What follows belongs to an exercise in optimizing a design on an open flow for small area and a short achievable clock period; a production flow would make more cautious choices.
At most, simulation tests tie the RTL to the original design; equivalence was not proved.
Power figures rest on the tool's default switching activity, not on a simulated workload.

==> inputs of wip/xenon <==
Design hpf, start of the top module:
module hpf (
    input  wire        clk,
    input  wire        rst,           
    input  wire        op_valid,
    output wire        op_ready,
    input  wire [3:0]  op_sel,
    input  wire [7:0]  op_cmd,        
    input  wire [7:0]  op_plen,       
    input  wire [8:0]  op_flen,       
    input  wire [15:0] op_alg,        
    input  wire        pl_valid,
    input  wire [7:0]  pl_data,
    output wire        pl_ready,
    output wire        tx_valid,
    output wire [7:0]  tx_data,
    input  wire        tx_ready,
    input  wire        rx_valid,
    input  wire        rx_timeout,
    input  wire [7:0]  rx_data,
    output wire        rx_ready,
    output reg         done,
    output wire        busy,
    output reg  [2:0]  session,
    output wire [15:0] mode,
    output reg         mode_valid,
    output reg  [2:0]  res_kind,
    output reg         fb_valid,
    output wire [8:0]  fb_len,
    output reg         info_valid,
    output wire [7:0]  info_n,
    output reg  [15:0] info_pkt,
    output reg  [15:0] info_id,
    output reg  [7:0]  det_count,
    output reg  [3:0]  err_cause,
    output reg  [8:0]  err_len,
    output reg         close_strobe,
    output reg         det_valid,
    output wire [7:0]  det_kind,
    output wire [15:0] det_ax,
    output wire [15:0] det_ay,
    output wire [15:0] det_bx,
    output wire [15:0] det_by
);
clock: 6.0 ns
lec_check: 0
cap_margin: 20
core_margin: 2
core_utilization: 50
setup_slack_margin: 3.5
slew_margin: 20
standard.sh (not shown) runs the stock make flow with config.mk's settings and CLKGATE_MAP_FILE= SYNTH_SCRIPT=/design/flow/synth_recipe.tcl, a recipe that flattens the netlist after the stock synthesis.
==> flow/flow/run.sh <==
#!/bin/bash
# The standard layout, except that the buffers put on the ports are buf_1 cells
# (the standard flow picks clkdlybuf4s50_1, a delay cell almost three times larger).
set -euo pipefail
bash standard.sh "BUFFER_PORTS_ARGS=-buffer_cell sky130_fd_sc_hd__buf_1" finish > standard_flow.log 2>&1
==> inputs of wip/yarrow, as changes to wip/xenon <==
==> flow/flow/run.sh (replaced) <==
#!/bin/bash
# The standard layout with two changes to how it is built:
#  - the buffers put on the ports are buf_1 cells (the standard flow picks clkdlybuf4s50_1,
#    a delay cell almost three times larger);
#  - clock tree synthesis adds no dummy loads to its nets.
set -euo pipefail
bash standard.sh "BUFFER_PORTS_ARGS=-buffer_cell sky130_fd_sc_hd__buf_1" \
  "CTS_ARGS=-sink_clustering_enable -repair_clock_nets -dont_use_dummy_load" \
  finish > standard_flow.log 2>&1
--- a/flow/config.mk
+++ b/flow/config.mk
@@ -8,5 +8,5 @@
 export CAP_MARGIN = 20
 export CORE_MARGIN = 2
-export CORE_UTILIZATION = 50
+export CORE_UTILIZATION = 30
 export SETUP_SLACK_MARGIN = 3.5
 export SLEW_MARGIN = 20
==> flow_summary.ini <==
[floorplanning]
rows = 65
die_area_um2 = 33310

[placement]
placed_cells = 1445
pre_cts_ws_ns = 3.001

[critical_path]
worstPathCellList = buf_8, buf_1
reg2reg_depth = 8
critical_path_buf_inv_count = 2

[finish]
layout_common_cells = buf_1 (229), edfxtp_1 (142), nor2_1 (90)
syn2layout_area_growth_pct = 19.94
seq_area_frac = 0.4945

[pwr]
power.leakage_nw = 3.835
p_per_area_nw_per_um2 = 277.6

[global_route]
grt_pass1_vias = 6925

[clock_network]
post_cts_buffers = 5

[outcome]
status = finished clean
[end of results for wip/yarrow]
==> flow_summary.ini <==
[outcome]
status = finished clean

[floorplanning]
die_area_um2 = 20240
rows = 50

[finish]
seq_area_frac = 0.4937

[pwr]
power.leakage_nw = 3.973

[placement]
placed_area_um2 = 10480
placed_cells = 1278
pre_cts_ws_ns = 2.985

[critical_path]
worstPathCellList = buf_4, mux2_2, ha_1, nand3_1, o211ai_1, o41ai_2, xnor2_1, or3_1, a21oi_1
reg2reg_depth = 9

[global_route]
grt_pass1_vias = 6878
[end of results for wip/xenon]

* * *

==> v15 <==
==> flow/design.v <==
module hpf (
    input  wire        clk,
    input  wire        rst,           
    input  wire        op_valid,
    output wire        op_ready,
    input  wire [3:0]  op_sel,
    input  wire [7:0]  op_cmd,        
    input  wire [7:0]  op_plen,       
    input  wire [8:0]  op_flen,       
    input  wire [15:0] op_alg,        
    input  wire        pl_valid,
    input  wire [7:0]  pl_data,
    output wire        pl_ready,
    output wire        tx_valid,
    output wire [7:0]  tx_data,
    input  wire        tx_ready,
    input  wire        rx_valid,
    input  wire        rx_timeout,
    input  wire [7:0]  rx_data,
    output wire        rx_ready,
    output reg         done,
    output wire        busy,
    output reg  [2:0]  session,
    output wire [15:0] mode,
    output reg         mode_valid,
    output reg  [2:0]  res_kind,
    output reg         fb_valid,
    output wire [8:0]  fb_len,
    output reg         info_valid,
    output wire [7:0]  info_n,
    output reg  [15:0] info_pkt,
    output reg  [15:0] info_id,
    output reg  [7:0]  det_count,
    output reg  [3:0]  err_cause,
    output reg  [8:0]  err_len,
    output reg         close_strobe,
    output reg         det_valid,
    output wire [7:0]  det_kind,
    output wire [15:0] det_ax,
    output wire [15:0] det_ay,
    output wire [15:0] det_bx,
    output wire [15:0] det_by
);
    localparam [3:0] OP_OPEN = 4'h1, OP_SEND = 4'h2, OP_READ_FRAME = 4'h3,
                     OP_READ_RESP = 4'h4, OP_KNOCK = 4'h5, OP_SET_MODE = 4'h6,
                     OP_POLL = 4'h7, OP_CLOSE = 4'h8;
    localparam [2:0] SS_UNINIT = 3'd0, SS_CONN = 3'd1, SS_MODESET = 3'd2,
                     SS_POLLING = 3'd3, SS_CLOSED = 3'd4;
    localparam [2:0] RK_NONE = 3'd0, RK_DONE = 3'd1, RK_FRAME = 3'd2,
                     RK_ACK = 3'd3, RK_SINGLE = 3'd4, RK_DET = 3'd5;
    localparam [3:0] E_NONE = 4'd0, E_TIMEOUT = 4'd1, E_BAD_PREFIX = 4'd2, E_BAD_CSUM = 4'd3,
                     E_ACK_MISMATCH = 4'd4, E_UNKNOWN_CMD = 4'd5,
                     E_UNEXPECTED_CMD = 4'd8, E_BAD_STATE = 4'd9, E_CONTRACT = 4'd10;
    localparam [7:0] C_REQUEST = 8'h20, C_INFO = 8'h29, C_BLOCK = 8'h2A,
                     C_ARROW = 8'h2B, C_KNOCK = 8'h2C, C_SET_ALG = 8'h2D,
                     C_OK = 8'h2E;
    reg        busy_r, ordy_r;
    reg        st_admit, st_tx, st_rx, st_chk, st_fin;
    reg        tx_valid_r, tx_new, pl_ready_r;
    reg        rx_ready_r, rq_v;
    reg        o_open, o_send, o_rdfr, o_rdrs, o_knock, o_setm, o_poll, o_close;
    reg        o_txop;              
    reg        alg_big;             
    reg [2:0]  alg_q;
    reg [2:0]  ph;                  
    reg [7:0]  tx_data_r;
    reg [7:0]  sum;                 
    reg        rq_t;
    reg [7:0]  rq_d;                
    reg [8:0]  idx;                 
    reg [8:0]  len;
    reg        lastq;               
    reg        pfx_bad, sum_ok, len0;
    reg        c_ok, c_info, c_det, c_known, c_b0;
    reg        more;                
    reg        dlast;               
    reg [7:0]  sb [0:7];            
    reg [2:0]  mode_r;
    assign op_ready = ordy_r;
    assign busy     = busy_r;
    assign tx_valid = tx_valid_r;
    assign tx_data  = tx_data_r;
    assign pl_ready = pl_ready_r;
    assign rx_ready = rx_ready_r;
    assign mode     = {13'd0, mode_r};
    assign fb_len   = len;
    assign info_n   = info_pkt[7:0];
    assign det_kind = {7'b0010101, c_b0};
    assign det_ax   = {sb[1], sb[0]};
    assign det_ay   = {sb[3], sb[2]};
    assign det_bx   = {sb[5], sb[4]};
    assign det_by   = {sb[7], sb[6]};
    wire accept   = ordy_r && op_valid;
    wire o_resp   = o_rdrs || o_poll;
    wire o_ack    = o_knock || o_setm;
    wire reserved = !(o_open || o_send || o_rdfr || o_rdrs || o_knock || o_setm ||
                      o_poll || o_close);
    wire s_uninit = (session == SS_UNINIT);
    wire s_act    = (session == SS_CONN) || (session == SS_MODESET) || (session == SS_POLLING);
    wire s_mp     = (session == SS_MODESET) || (session == SS_POLLING);
    wire state_ok = o_open ? s_uninit : o_poll ? s_mp : s_act;
    wire args_bad = (o_rdfr && ((len < 9'd6) || (len > 9'd261))) || (o_setm && alg_big);
    wire refuse   = reserved || !state_ok || args_bad;
    wire adm_ok   = st_admit && !refuse;
    wire tx_idle   = st_tx && !tx_valid_r && !pl_ready_r;
    wire tx_pay    = (ph == 3'd5) && (rq_d != 8'd0);
    wire tx_req_pl = tx_idle && tx_pay && o_send;
    wire tx_load   = tx_idle && (ph != 3'd6) && !(tx_pay && o_send);
    wire tx_end    = tx_idle && (ph == 3'd6);
    reg  [7:0] nb;
    always @* begin
        case (ph)
            3'd0:    nb = 8'h55;
            3'd1:    nb = 8'hAA;
            3'd2:    nb = 8'h11;
            3'd3:    nb = rq_d;
            3'd4:    nb = idx[7:0];
            default: nb = (rq_d == 8'd0) ? sum : (rq_d[1] ? {5'd0, alg_q} : 8'd0);
        endcase
    end
    wire rx_to   = st_rx && rq_v && rq_t;
    wire rx_done = st_rx && rq_v && !rq_t && lastq;
    reg  [7:0] pfx_byte;
    always @* begin
        case (idx[1:0])
            2'd1:    pfx_byte = 8'h55;
            2'd2:    pfx_byte = 8'hAA;
            default: pfx_byte = 8'h11;
        endcase
    end
    wire frame_ok = !pfx_bad && sum_ok;
    wire ack_ok   = len0 && c_ok;
    wire chk_cont = frame_ok && o_resp && (more ? (c_det && !dlast) : (c_info && (sb[0] != 8'd0)));
    wire chk_err  = !frame_ok || (o_ack && !ack_ok) ||
                    (o_resp && (more ? !c_det : !c_known));
    reg  [2:0] chk_res;
    reg  [3:0] chk_cause;
    always @* begin
        chk_res   = RK_NONE;
        chk_cause = E_NONE;
        if (!frame_ok)
            chk_cause = pfx_bad ? E_BAD_PREFIX : E_BAD_CSUM;
        else if (o_rdfr)
            chk_res = RK_FRAME;
        else if (o_ack) begin
            if (ack_ok) chk_res = RK_DONE;
            else        chk_cause = E_ACK_MISMATCH;
        end else if (more) begin
            if (c_det)  chk_res = RK_DET;
            else        chk_cause = c_known ? E_UNEXPECTED_CMD : E_UNKNOWN_CMD;
        end else begin
            if (c_ok)         chk_res = RK_ACK;
            else if (c_info)  chk_res = RK_DET;
            else if (c_known) chk_res = RK_SINGLE;
            else              chk_cause = E_UNKNOWN_CMD;
        end
    end
    wire rd_resp  = (adm_ok && o_rdrs) || (tx_end && o_poll);
    wire rd_start = (adm_ok && (o_rdfr || o_rdrs)) || (tx_end && !o_send) ||
                    (st_chk && chk_cont);
    wire fin_ev   = (st_admit && (refuse || o_open || o_close)) || (tx_end && o_send) ||
                    rx_to || (st_chk && !chk_cont);
    wire det_ev   = st_chk && frame_ok && o_resp && more && c_det;
    wire info_ev  = st_chk && frame_ok && o_resp && !more && c_info;
    wire setm_ev  = st_chk && frame_ok && o_setm && ack_ok;
    wire err_ev   = (st_admit && refuse) || rx_to || (st_chk && chk_err);
    always @(posedge clk) begin
        if (rst) begin
            busy_r       <= 1'b0;
            ordy_r       <= 1'b1;
            st_admit     <= 1'b0;
            st_tx        <= 1'b0;
            st_rx        <= 1'b0;
            st_chk       <= 1'b0;
            st_fin       <= 1'b0;
            tx_valid_r   <= 1'b0;
            tx_new       <= 1'b0;
            pl_ready_r   <= 1'b0;
            rx_ready_r   <= 1'b0;
            rq_v         <= 1'b0;
            done         <= 1'b0;
            session      <= SS_UNINIT;
            mode_valid   <= 1'b0;
            res_kind     <= RK_NONE;
            fb_valid     <= 1'b0;
            info_valid   <= 1'b0;
            det_count    <= 8'd0;
            err_cause    <= E_NONE;
            err_len      <= 9'd0;
            close_strobe <= 1'b0;
            det_valid    <= 1'b0;
        end else begin
            busy_r     <= accept || (busy_r && !st_fin);
            ordy_r     <= (ordy_r && !op_valid) || st_fin;
            st_admit   <= accept;
            st_tx      <= (adm_ok && o_txop) || (st_tx && !tx_end);
            st_rx      <= rd_start || (st_rx && !(rq_v && (rq_t || lastq)));
            st_chk     <= rx_done;
            st_fin     <= fin_ev;
            done       <= st_fin;
            tx_valid_r <= (tx_valid_r && !tx_ready) || tx_load || (pl_ready_r && pl_valid);
            tx_new     <= tx_load || (pl_ready_r && pl_valid);
            pl_ready_r <= (pl_ready_r && !pl_valid) || tx_req_pl;
            rq_v       <= rx_ready_r && rx_valid;
            rx_ready_r <= (rx_ready_r && !rx_valid) || rd_start ||
                          (st_rx && rq_v && !rq_t && !lastq);
            close_strobe <= adm_ok && o_close;
            det_valid    <= det_ev;
            if (adm_ok && o_open)  session <= SS_CONN;
            if (adm_ok && o_close) session <= SS_CLOSED;
            if (adm_ok && o_poll)  session <= SS_POLLING;
            if (setm_ev) begin
                session    <= SS_MODESET;
                mode_valid <= 1'b1;
            end
            if (rd_resp)
                info_valid <= 1'b0;
            else if (info_ev)
                info_valid <= 1'b1;
            if (rd_resp || err_ev)
                det_count <= 8'd0;
            else if (det_ev)
                det_count <= det_count + 8'd1;
            if (rd_start || err_ev)
                fb_valid <= 1'b0;
            else if (st_chk && !chk_err && !chk_cont)
                fb_valid <= 1'b1;
            if (busy_r && !st_fin) begin
                res_kind  <= st_chk ? chk_res : ((st_admit && !refuse) || st_tx) ? RK_DONE : RK_NONE;
                err_cause <= st_admit ? (refuse ? ((reserved || state_ok) ? E_CONTRACT : E_BAD_STATE) : E_NONE) :
                             st_rx    ? E_TIMEOUT :
                             st_chk   ? chk_cause : E_NONE;
                err_len   <= (st_chk && chk_err) ? len : 9'd0;
            end
        end
    end
    always @(posedge clk) begin
        if (ordy_r) begin
            o_open   <= (op_sel == OP_OPEN);
            o_send   <= (op_sel == OP_SEND);
            o_rdfr   <= (op_sel == OP_READ_FRAME);
            o_rdrs   <= (op_sel == OP_READ_RESP);
            o_knock  <= (op_sel == OP_KNOCK);
            o_setm   <= (op_sel == OP_SET_MODE);
            o_poll   <= (op_sel == OP_POLL);
            o_close  <= (op_sel == OP_CLOSE);
            o_txop   <= (op_sel == OP_SEND) || (op_sel == OP_KNOCK) || (op_sel == OP_SET_MODE) ||
                        (op_sel == OP_POLL);
            alg_big  <= (op_alg[15:3] != 13'd0) || (op_alg[2:0] == 3'd7);
            alg_q    <= op_alg[2:0];
            case (op_sel)
                OP_SEND:     idx <= {1'b0, op_cmd};
                OP_KNOCK:    idx <= {1'b0, C_KNOCK};
                OP_SET_MODE: idx <= {1'b0, C_SET_ALG};
                default:     idx <= {1'b0, C_REQUEST};
            endcase
        end
        if (st_admit)
            ph <= 3'd0;
        else if (tx_load)
            ph <= (ph == 3'd5) ? ((rq_d == 8'd0) ? 3'd6 : 3'd5) : ph + 3'd1;
        if (pl_ready_r)
            tx_data_r <= pl_data;
        else if (tx_load)
            tx_data_r <= nb;
        if ((!st_tx && !st_rx) || (st_tx && ph == 3'd6 && !tx_valid_r))
            sum <= 8'd0;
        else if (tx_new)
            sum <= sum + tx_data_r;
        else if (rq_v)
            sum <= sum + rq_d;
        if (accept && op_sel == OP_READ_FRAME)
            len <= op_flen;
        else if (st_admit && o_resp)
            len <= 9'd16;
        else if (st_admit && o_ack)
            len <= 9'd6;
        if (rd_resp)
            more <= 1'b0;
        else if (st_chk && chk_cont)
            more <= 1'b1;
        if (rx_ready_r && rx_valid)
            rq_d <= rx_data;
        else if (ordy_r)
            rq_d <= (op_sel == OP_SEND) ? op_plen : (op_sel == OP_SET_MODE) ? 8'd2 : 8'd0;
        else if (tx_idle && tx_pay)
            rq_d <= rq_d - 8'd1;
        rq_t  <= rx_timeout;
        lastq <= (idx == len);
        dlast <= (det_count + 8'd1 == info_pkt[7:0]);
        if (!st_rx) begin
            pfx_bad <= 1'b0;
        end else if (rq_v) begin
            if (idx < 9'd4 && rq_d != pfx_byte)
                pfx_bad <= 1'b1;
        end
        if (ordy_r)
            ;    
        else if (st_rx) begin
            if (rq_v)
                idx <= idx + 9'd1;
        end else if (!((st_admit && o_txop) || (st_tx && ph != 3'd6)))
            idx <= 9'd1;
        if (rq_v) begin
            sum_ok <= (rq_d == sum);
            if (idx == 9'd4)
                len0 <= (rq_d == 8'd0);
            if (idx == 9'd5) begin
                c_ok    <= (rq_d == C_OK);
                c_info  <= (rq_d == C_INFO);
                c_det   <= (rq_d == C_BLOCK) || (rq_d == C_ARROW);
                c_known <= (rq_d == C_REQUEST) || (rq_d == C_INFO) || (rq_d == C_BLOCK) ||
                           (rq_d == C_ARROW) || (rq_d == C_KNOCK) || (rq_d == C_SET_ALG) ||
                           (rq_d == C_OK);
                c_b0    <= rq_d[0];
            end
            if (idx < 9'd14) begin
                sb[0] <= sb[1]; sb[1] <= sb[2]; sb[2] <= sb[3]; sb[3] <= sb[4];
                sb[4] <= sb[5]; sb[5] <= sb[6]; sb[6] <= sb[7]; sb[7] <= rq_d;
            end
        end
        if (setm_ev)
            mode_r <= alg_q;
        if (info_ev) begin
            info_pkt <= {sb[1], sb[0]};
            info_id  <= {sb[3], sb[2]};
        end
    end
endmodule
==> flow/flow/run.sh <==
#!/bin/bash
# The standard layout with two changes to how it is built:
#  - the buffers put on the ports are buf_1 cells (the standard flow picks clkdlybuf4s50_1,
#    a delay cell almost three times larger);
#  - clock tree synthesis adds no dummy loads to its nets.
set -euo pipefail
bash standard.sh "BUFFER_PORTS_ARGS=-buffer_cell sky130_fd_sc_hd__buf_1" \
  "CTS_ARGS=-sink_clustering_enable -repair_clock_nets -dont_use_dummy_load" \
  finish > standard_flow.log 2>&1
==> flow/standard.sh <==
#!/bin/bash
# synth_recipe.tcl (not shown) runs the flow's synth.tcl, then flattens the netlist and writes it again
# the make line also repeats each setting of config.mk as NAME=value (left out here)
make -C /OpenROAD-flow-scripts/flow DESIGN_CONFIG=/design/flow/config.mk WORK_HOME=/design/flow/orfs CLKGATE_MAP_FILE= SYNTH_SCRIPT=/design/flow/synth_recipe.tcl "${@:-finish}"
==> flow/config.mk <==
export PLATFORM = sky130hd
export DESIGN_NAME = hpf
export DESIGN_NICKNAME = hpf
export VERILOG_FILES = /design/flow/design.v
export SDC_FILE = /design/flow/constraint.sdc
export NUM_CORES = 4
export LEC_CHECK = 0
export CAP_MARGIN = 20
export CORE_MARGIN = 2
export CORE_UTILIZATION = 40
export SETUP_SLACK_MARGIN = 3.5
export SLEW_MARGIN = 20
==> flow/constraint.sdc <==
create_clock -name core_clock -period 6.0 [get_ports {clk}]
set_input_delay 1.2000 -clock core_clock [delete_from_list [all_inputs] [get_ports {clk}]]
set_output_delay 1.2000 -clock core_clock [all_outputs]
set_load 0.01 [all_outputs]
==> v8: changes against v15 <==
--- a/flow/design.v
+++ b/flow/design.v
@@ -58,6 +58,5 @@
     reg        st_admit, st_tx, st_rx, st_chk, st_fin;
-    reg        tx_valid_r, tx_new, pl_ready_r;
+    reg        tx_valid_r, pl_ready_r;
     reg        rx_ready_r, rq_v;
-    reg        o_open, o_send, o_rdfr, o_rdrs, o_knock, o_setm, o_poll, o_close;
-    reg        o_txop;              
+    reg [3:0]  sel_q;
     reg        alg_big;             
@@ -72,3 +71,3 @@
     reg        lastq;               
-    reg        pfx_bad, sum_ok, len0;
+    reg        pfx_bad, len0;
     reg        c_ok, c_info, c_det, c_known, c_b0;
@@ -93,6 +92,14 @@
     wire accept   = ordy_r && op_valid;
+    wire o_open   = (sel_q == OP_OPEN);
+    wire o_send   = (sel_q == OP_SEND);
+    wire o_rdfr   = (sel_q == OP_READ_FRAME);
+    wire o_rdrs   = (sel_q == OP_READ_RESP);
+    wire o_knock  = (sel_q == OP_KNOCK);
+    wire o_setm   = (sel_q == OP_SET_MODE);
+    wire o_poll   = (sel_q == OP_POLL);
+    wire o_close  = (sel_q == OP_CLOSE);
     wire o_resp   = o_rdrs || o_poll;
     wire o_ack    = o_knock || o_setm;
-    wire reserved = !(o_open || o_send || o_rdfr || o_rdrs || o_knock || o_setm ||
-                      o_poll || o_close);
+    wire o_txop   = o_send || o_knock || o_setm || o_poll;
+    wire reserved = (sel_q == 4'h0) || (sel_q > OP_CLOSE);
     wire s_uninit = (session == SS_UNINIT);
@@ -125,4 +132,4 @@
         case (idx[1:0])
-            2'd1:    pfx_byte = 8'h55;
-            2'd2:    pfx_byte = 8'hAA;
+            2'd0:    pfx_byte = 8'h55;
+            2'd1:    pfx_byte = 8'hAA;
             default: pfx_byte = 8'h11;
@@ -130,2 +137,3 @@
     end
+    wire sum_ok   = (sum == {rq_d[6:0], 1'b0});
     wire frame_ok = !pfx_bad && sum_ok;
@@ -176,3 +184,2 @@
             tx_valid_r   <= 1'b0;
-            tx_new       <= 1'b0;
             pl_ready_r   <= 1'b0;
@@ -201,3 +208,2 @@
             tx_valid_r <= (tx_valid_r && !tx_ready) || tx_load || (pl_ready_r && pl_valid);
-            tx_new     <= tx_load || (pl_ready_r && pl_valid);
             pl_ready_r <= (pl_ready_r && !pl_valid) || tx_req_pl;
@@ -238,12 +244,3 @@
         if (ordy_r) begin
-            o_open   <= (op_sel == OP_OPEN);
-            o_send   <= (op_sel == OP_SEND);
-            o_rdfr   <= (op_sel == OP_READ_FRAME);
-            o_rdrs   <= (op_sel == OP_READ_RESP);
-            o_knock  <= (op_sel == OP_KNOCK);
-            o_setm   <= (op_sel == OP_SET_MODE);
-            o_poll   <= (op_sel == OP_POLL);
-            o_close  <= (op_sel == OP_CLOSE);
-            o_txop   <= (op_sel == OP_SEND) || (op_sel == OP_KNOCK) || (op_sel == OP_SET_MODE) ||
-                        (op_sel == OP_POLL);
+            sel_q    <= op_sel;
             alg_big  <= (op_alg[15:3] != 13'd0) || (op_alg[2:0] == 3'd7);
@@ -267,3 +264,3 @@
             sum <= 8'd0;
-        else if (tx_new)
+        else if (tx_valid_r && tx_ready)
             sum <= sum + tx_data_r;
@@ -288,3 +285,3 @@
         rq_t  <= rx_timeout;
-        lastq <= (idx == len);
+        lastq <= (idx + 9'd1 == len);
         dlast <= (det_count + 8'd1 == info_pkt[7:0]);
@@ -293,3 +290,3 @@
         end else if (rq_v) begin
-            if (idx < 9'd4 && rq_d != pfx_byte)
+            if (idx < 9'd3 && rq_d != pfx_byte)
                 pfx_bad <= 1'b1;
@@ -302,8 +299,7 @@
         end else if (!((st_admit && o_txop) || (st_tx && ph != 3'd6)))
-            idx <= 9'd1;
+            idx <= 9'd0;
         if (rq_v) begin
-            sum_ok <= (rq_d == sum);
-            if (idx == 9'd4)
+            if (idx == 9'd3)
                 len0 <= (rq_d == 8'd0);
-            if (idx == 9'd5) begin
+            if (idx == 9'd4) begin
                 c_ok    <= (rq_d == C_OK);
@@ -316,3 +312,3 @@
             end
-            if (idx < 9'd14) begin
+            if (idx < 9'd13) begin
                 sb[0] <= sb[1]; sb[1] <= sb[2]; sb[2] <= sb[3]; sb[3] <= sb[4];
==> flow/flow/run.sh (replaced) <==
#!/bin/bash
# The standard layout, except that the buffers put on the ports are buf_1 cells
# (the standard flow picks clkdlybuf4s50_1, a delay cell almost three times larger).
set -euo pipefail
bash standard.sh "BUFFER_PORTS_ARGS=-buffer_cell sky130_fd_sc_hd__buf_1" finish > standard_flow.log 2>&1
--- a/flow/config.mk
+++ b/flow/config.mk
@@ -10,2 +10,3 @@
 export CORE_UTILIZATION = 40
+export CTS_BUF_LIST = sky130_fd_sc_hd__clkbuf_8
 export SETUP_SLACK_MARGIN = 3.5
==> run summary <==
- Of v15 and v8, v15 has the higher fmax (gap 7.6%, measured against v8).
- In via count, v8 and v15 hardly differ.
- Between v15 and v8, the lower clock-buffer cell count is in v15 (gap 19).
- Sequential power: v8 is smaller than v15 (about 5%).
- Against v15, the final area of v8 is larger by about 2%.
- Of v8 and v15, v15 has the higher clock skew (gap 0.0088 ns).
- In v8 the core utilization is higher than in v15, by 1.1 points.
- Against v8, the flip-flop and latch count of v15 is higher by 7.
- In v15 the wire length is lower than in v8, by about 4%.
The RTL of v15 was laid out without a check of its function.

==> what the ideal ports hide <==
In the flow no input, the clock included, has a driving cell. The finished layouts below were timed again as built, in two steps. Step 1, drivers: a clkbuf_16 drives clk and a buf_2 each remaining input, both assumed. Step 2 also shifts input and output timing later by t, the mid clock arrival at the registers, as if the neighbouring blocks saw the same clock. a / b / c = ideal / step 1 / step 2; a / b = the first two.
run	t, ns	setup WS [ns]	worst setup path after step 2	slew at the worst register clock pin (ns)
wip/xenon	0.538	3.521 / 3.521 / 3.113	input to register	0.06 / 0.06
wip/yarrow	0.551	3.556 / 3.511 / 3.112	input to register	0.06 / 0.06
v15	0.537	3.566 / 3.522 / 3.183	input to register	0.06 / 0.06
v8	0.569	3.380 / 3.380 / 2.811	input to register	0.06 / 0.06
After both steps setup and hold are still met in every run listed. For v8, which loses most, drivers alone change the setup slack by 0.000 ns; drivers and shift together by -0.569 ns.
